What follows belongs to an exercise in optimizing a design on an open flow for small area and a short achievable clock period; a production flow would make more cautious choices.
Only simulation tests tie the RTL to the original design; equivalence was not proved.
No activity file was given, so power comes from the tool's default toggle rates.

`design/flow/run.sh`:
```
#!/bin/bash
# synth_recipe.tcl (not shown) runs the flow's synth.tcl, then flattens the netlist and writes it again
# the make line also repeats each setting of config.mk as NAME=value (left out here)
make -C /OpenROAD-flow-scripts/flow DESIGN_CONFIG=/design/flow/config.mk WORK_HOME=/design/flow/orfs CLKGATE_MAP_FILE= SYNTH_SCRIPT=/design/flow/synth_recipe.tcl finish
```
`design/flow/config.mk`:
```
export PLATFORM = sky130hd
export DESIGN_NAME = eac32_inspect
export DESIGN_NICKNAME = eac32_inspect
export VERILOG_FILES = /design/flow/design.v
export SDC_FILE = /design/flow/constraint.sdc
export NUM_CORES = 4
export LEC_CHECK = 0
export CAP_MARGIN = 20
export CORE_MARGIN = 2
export CORE_UTILIZATION = 40
export PLACE_DENSITY = 0.6
export SLEW_MARGIN = 20
```
`design/flow/constraint.sdc`:
```
create_clock -name core_clock -period 25.0 [get_ports {clk}]
set_input_delay 5.0000 -clock core_clock [delete_from_list [all_inputs] [get_ports {clk}]]
set_output_delay 5.0000 -clock core_clock [all_outputs]
set_load 0.01 [all_outputs]
```
`design/flow/design.v`:
```
module eac32_inspect (
    input  wire         clk,
    input  wire         rst,
    input  wire         in_valid,
    input  wire [127:0] in_data,
    input  wire [4:0]   in_nbytes,
    input  wire         in_last,
    output reg          rpt_valid,
    output reg  [31:0]  rpt_magic,
    output reg  [31:0]  rpt_sum,
    output reg  [31:0]  rpt_err,
    output reg  [31:0]  rpt_explen,
    output reg  [31:0]  rpt_lenf,
    output reg  [31:0]  rpt_lenb,
    output reg  [31:0]  rpt_flags
);
    localparam [15:0] CLASSID_SMALL = 16'h1111;
    localparam [15:0] CLASSID_LARGE = 16'h1114;
    localparam [31:0] EXPLEN_SMALL  = 32'h0004_0000;
    localparam [31:0] EXPLEN_LARGE  = 32'h0008_0000;
    reg [31:0] acc;
    reg [31:0] lenb;
    reg [31:0] magic;
    reg [31:0] hist [0:4];    
    wire [31:0] w [0:3];
    assign w[0] = in_data[127:96];
    assign w[1] = in_data[95:64];
    assign w[2] = in_data[63:32];
    assign w[3] = in_data[31:0];
    wire [2:0] nwords = in_nbytes[4:2];
    reg [31:0] acc_n;
    reg [31:0] lenb_n;
    reg [31:0] magic_n;
    reg [31:0] hist_n [0:4];
    reg [32:0] t;
    integer k, j;
    always @(*) begin
        acc_n   = acc;
        magic_n = magic;
        for (j = 0; j < 5; j = j + 1)
            hist_n[j] = hist[j];
        for (k = 0; k < 4; k = k + 1) begin
            if (k < nwords) begin
                t     = {1'b0, acc_n} + {1'b0, w[k]};
                acc_n = t[31:0] + {31'd0, t[32]};
                for (j = 4; j > 0; j = j - 1)
                    hist_n[j] = hist_n[j-1];
                hist_n[0] = w[k];
            end
        end
        if (lenb[31:2] == 30'd0 && nwords != 3'd0)
            magic_n = w[0];
        lenb_n = lenb + {27'd0, in_nbytes};
    end
    wire [29:0] lenw_n = lenb_n[31:2];
    wire        mp     = (lenw_n >= 30'd1);
    wire [31:0] m      = mp ? magic_n : 32'd0;
    wire        is_small  = mp && (m[31:16] == CLASSID_SMALL);
    wire        is_large  = mp && (m[31:16] == CLASSID_LARGE);
    wire        mok    = is_small || is_large;
    wire [31:0] exp_l  = is_small ? EXPLEN_SMALL : (is_large ? EXPLEN_LARGE : 32'd0);
    wire        sok    = mok && (lenb_n == exp_l);
    wire        dw     = (lenb_n[1:0] == 2'd0);
    wire        kb     = (lenb_n[9:0] == 10'd0);
    wire        a256   = (lenb_n[17:0] == 18'd0);
    wire        lp     = (lenw_n >= 30'd5);
    wire [31:0] lf     = lp ? hist_n[4] : 32'd0;
    wire        lok    = lp && (lf == lenb_n);
    wire        ck     = (acc_n == 32'hFFFF_FFFF);
    wire [31:0] flags = {12'd0,
                         ~lok, ~a256, (mok & ~sok), ~mok,
                         6'd0,
                         ck, lok, lp, a256, kb, dw, sok, is_large, mok, mp};
    always @(posedge clk) begin
        if (rst) begin
            acc       <= 32'd0;
            lenb      <= 32'd0;
            magic     <= 32'd0;
            for (j = 0; j < 5; j = j + 1)
                hist[j] <= 32'd0;
            rpt_valid <= 1'b0;
        end else begin
            rpt_valid <= 1'b0;
            if (in_valid) begin
                if (in_last) begin
                    rpt_valid  <= 1'b1;
                    rpt_magic  <= m;
                    rpt_sum    <= acc_n;
                    rpt_err    <= ~acc_n;
                    rpt_explen <= exp_l;
                    rpt_lenf   <= lf;
                    rpt_lenb   <= lenb_n;
                    rpt_flags  <= flags;
                    acc        <= 32'd0;
                    lenb       <= 32'd0;
                    magic      <= 32'd0;
                    for (j = 0; j < 5; j = j + 1)
                        hist[j] <= 32'd0;
                end else begin
                    acc   <= acc_n;
                    lenb  <= lenb_n;
                    magic <= magic_n;
                    for (j = 0; j < 5; j = j + 1)
                        hist[j] <= hist_n[j];
                end
            end
        end
    end
endmodule
```
==> results.txt <==
[stage by stage]
step	cells	instance area, sq um	util
2_1_floorplan	4483	35480	-
4_1_cts	5856	41700	0.4785
3_5_place_dp	5758	39860	0.4573
6_report	5863	41810	0.4797
3_3_place_gp	5758	39860	0.4573
5_1_grt	5859	41800	0.4796
[registers in the layout, indices dropped and copies added (netlist names)]
register,cells
hist,160
acc,32
lenb,32
magic,32
rpt_err,32
rpt_lenb,32
rpt_lenf,32
rpt_magic,32
rpt_sum,32
rpt_flags,14
rpt_explen,2
rpt_valid,1
[Yosys cell counts, drive strengths merged (31+ instances only)]
cell type / n / area, sq um
and3: 40 / 250.2
buf: 101 / 571.8
o211ai: 48 / 365.3
edfxtp: 176 / 5285
nand4: 45 / 287.8
mux2i: 165 / 1655
nand3: 84 / 420.4
xor2: 92 / 805.8
a31oi: 31 / 193.9
nand2: 366 / 1376
inv: 110 / 412.9
dfxtp: 257 / 5145
and2: 38 / 237.7
ha: 142 / 1777
a22oi: 194 / 1456
xnor2: 141 / 1250
clkbuf: 249 / 934.7
nor2b: 43 / 269.0
nor2: 677 / 2541
o21ai: 229 / 1146
a21o: 56 / 420.4
a21oi: 372 / 1881
a211oi: 154 / 1194
nor3: 90 / 455.4
nor4: 46 / 312.8
mux2: 32 / 360.4
[kinds of logic after synthesis]
| kind of cell | count (synthesis) |
|---|---|
| mux | 222 |
| xor+xnor | 234 |
| compound gates | 1345 |
| fa+ha+maj | 147 |
| simple gates | 1594 |
| flops | 433 |
| other cells | 1 |
| buf+inv | 460 |
[how the worst max path moves through the flow]
stage / startpoint / to / slack, ns / cells past startpoint
5_1_grt: in_data[96] / rpt_flags[9] / 0.03 / 88
6_report: in_data[96] / rpt_flags[9] / 1.24 / 88
3_5_place_dp: in_data[96] / rpt_flags[9] / 0.20 / 87
4_1_cts: in_data[96] / rpt_flags[9] / 0.77 / 87
2_1_floorplan: in_data[109] / rpt_flags[9] / 4.26 / 83
3_3_place_gp: in_data[96] / rpt_flags[9] / 0.51 / 87
[worst max-delay path: cells and delay by family]
family / cells / cell delay [ns]
AND/OR/NAND/NOR: 31 / 7.45
AO/OA/AOI/OAI: 30 / 5.89
adder cells (fa/ha/maj): 13 / 3.35
buffers and inverters: 9 / 1.68
XOR/XNOR: 4 / 0.52
multiplexers: 1 / 0.27
[per-layer routing]
metal / up-vias / part of all wire
li1: 16740 / -
met1: 17360 / 0.42
met2: 1682 / 0.45
met3: 297 / 0.086
met4: 6 / 0.047
met5: - / 0.00022
[report_power, final]
group	switching, mW	internal, mW	total [mW]	leakage [nW]
Sequential	0.0635	0.861	0.924	3.68
Combinational	2.70	1.61	4.31	11.5
Clock	0.349	0.483	0.831	0.888
Total	3.11	2.96	6.07	16.0
[layout make-up]
cell class / count / area (sq um) / share of cell area
clock inverter: 34 / 461.7 / 0.01104
antenna: 4 / 10.01 / 0.0002394
sequential: 433 / 10430 / 0.2495
multi-input combinational: 3590 / 23270 / 0.5566
clock buffer: 64 / 1386 / 0.03316
timing repair buffer: 473 / 4387 / 0.1049
tap: 1155 / 1445 / 0.03457
inverter: 110 / 417.9 / 0.009996
[timing repair]
item / 4_1_cts / 5_1_grt
buffers inserted: 0 / 3
resized for setup: 0 / 20
hold buffers: 0 / 0
setup endpoints to repair: 0 / 33
endpoints found under the hold margin: 0 / 0
==> results.txt <==
status=finished clean; Final Worst Setup Slack=about 1.2 ns; total number of vias=~36000; largest fanout on the critical path=8; met1 demand-to-capacity share in global routing=0.4373; synthesized-area fraction occupied by ao, oa, aoi and oai cells=0.2542; Critical Path AT=between 20 and 25 ns; number of enable-type register cells in the synthesized netlist=about 180; Netlist Area Pre-Place=roughly 35000 sq um; area fraction in and, or, nand and nor cells after synthesis=0.2107; clock tree from TritonCTS=done; fill cell count=8590; vias per inst=6.154; source of the worst register-to-register timing path=acc[0]; FP Rows=108; net count of the finished layout=around 5000; synthesized-area fraction occupied by xor and xnor cells=0.05891; Floorplan Core Area=between 80000 and 90000 sq um; area delta synth->final=18.44%; post-route clock period utilization=0.9503; fraction of registers with async set/reset=0; placement-stage worst setup slack=between 0.15 and 0.2 ns; Top FF cell, synth=sky130_fd_sc_hd__dfxtp_1; critical path's most frequent cell=sky130_fd_sc_hd__ha_1; clock input transition at the sequential cells of the worst setup and hold paths=~0.060 ns; H-tree depth reported by CTS=2; clk sinks=433; initial antenna violation count=11; smallest hold slack=a little under 0.5 ns; total count of max-transition violations in the final report=0; max-capacitance violation count=0; share of layout cells above drive strength 1=0.08482; leakage=around 16 nW; final-report setup violation count=0; number of flip-flops and latches in the synthesized netlist=433; Avg WL per Cell=26.04 um; DRT iter0 DRCs=3501; end of the worst register-to-register path=rpt_flags[9]; area of the die=90640 sq um; number of cells produced by synthesis=4436; cell depth of the worst hold path=2; I/O Buffers=313; clock network latency to the later pin of the worst-skew pair=0.64 ns; GRT Max-Usage Layer=met2; total negative setup slack=0 ns; count of cell types in the netlist=approximately 110; detailed-router iteration count before antenna repair=6; CP required=approximately 25 ns; power density normalized to cell area=145.2 nW/um^2; worst hold path endpoint=hist[4][18]; FF-to-FF setup slack=about 5.7 ns; dominant combinational cell family by area after synthesis=compound AO/OA/AOI/OAI gates; most frequent standard cell in the layout excluding fill and tap cells=sky130_fd_sc_hd__nor2_1; startpoint type of the worst setup path=primary input; number of hold violations in the final report=0; most frequent cells in the layout=sky130_fd_sc_hd__nor2_1, sky130_fd_sc_hd__a21oi_1, sky130_fd_sc_hd__nand2_1, sky130_fd_sc_hd__clkdlybuf4s50_1, sky130_fd_sc_hd__dfxtp_1; pin count of the biggest net entering global routing=148; number of buffers on the longest clock path=3; worst min path class=reg -> reg; WL final=about 150000 um; Post-Synthesis Mean Instance Area=slightly below 8 sq um; Worst Tran Pin Value=about 1.1 ns; adder and majority cell fraction of the synthesized area=0.05317; hpwl dp=117200 um; stage delay of the slowest cell on the critical path=approximately 0.60 ns; number of remaining DRC errors=0; Slew Limit Headroom=0.2650; overall die height=roughly 300 um; Final GP Congestion=1.025; RSZ-0062 raised after global routing=false; Period minus WS final=23.76 ns; master of the slowest instance on the critical path=sky130_fd_sc_hd__or4_4; via count of the first global-routing pass=between 30000 and 40000; beginning of the worst hold path=hist[4][18]; worst clock skew=0.04032 ns; multiplexer fraction of the synthesized cell area=0.07305; critical path capture point type=register; Final Power=between 6 and 7 mW; antenna violation net count after detailed routing=0; number of warnings issued by yosys=3; part of the Yosys area used for sequential elements=0.2955; CTS Root Cell=sky130_fd_sc_hd__clkbuf_16; first-pass GRT wire length=about 220000 um; GRT Residual Overflow=0; timing-limited maximum frequency=42.09 MHz; global routing usage summed across all routing layers=0.3239; met2 usage in global routing=0.5157; starting density of the core=0.4050; maximum vdd ir drop=just over 0.0001 V; Critical Setup Path Class=in -> reg; number of top-level design ports=between 300 and 400; CTS Buf Count=52; met3 Use GR=0.04935; Die Width=301.1 um; FF-to-FF path depth=87

==> separate check: timing with driven ports <==
No port has a modelled driver above. Below, the same layout with a new extraction and two added sets of constraints. Step 1 (the two cells are an assumption about what drives the block):
set clk [get_ports {clk}]
set_driving_cell -lib_cell sky130_fd_sc_hd__clkbuf_16 $clk
set_driving_cell -lib_cell sky130_fd_sc_hd__buf_2 [delete_from_list [all_inputs] $clk]
Step 2 times the ports against the registers' clock, not the clock port: input delays grow and output delays shrink by t, the midpoint of the rising clock arrivals with the driver on. a / b / c = no drivers / after step 1 / after step 2; a / b = the first two.
t (ns): 0.695
setup WS [ns]: 1.243 / 1.252 / 0.557
latest minus earliest clock arrival (ns): 0.041 / 0.041
cell pins on the clock port's net: 1
After both steps this run still meets setup and hold. The setup slack of this run moves by +0.009 ns with the drivers and by -0.686 ns with both steps.
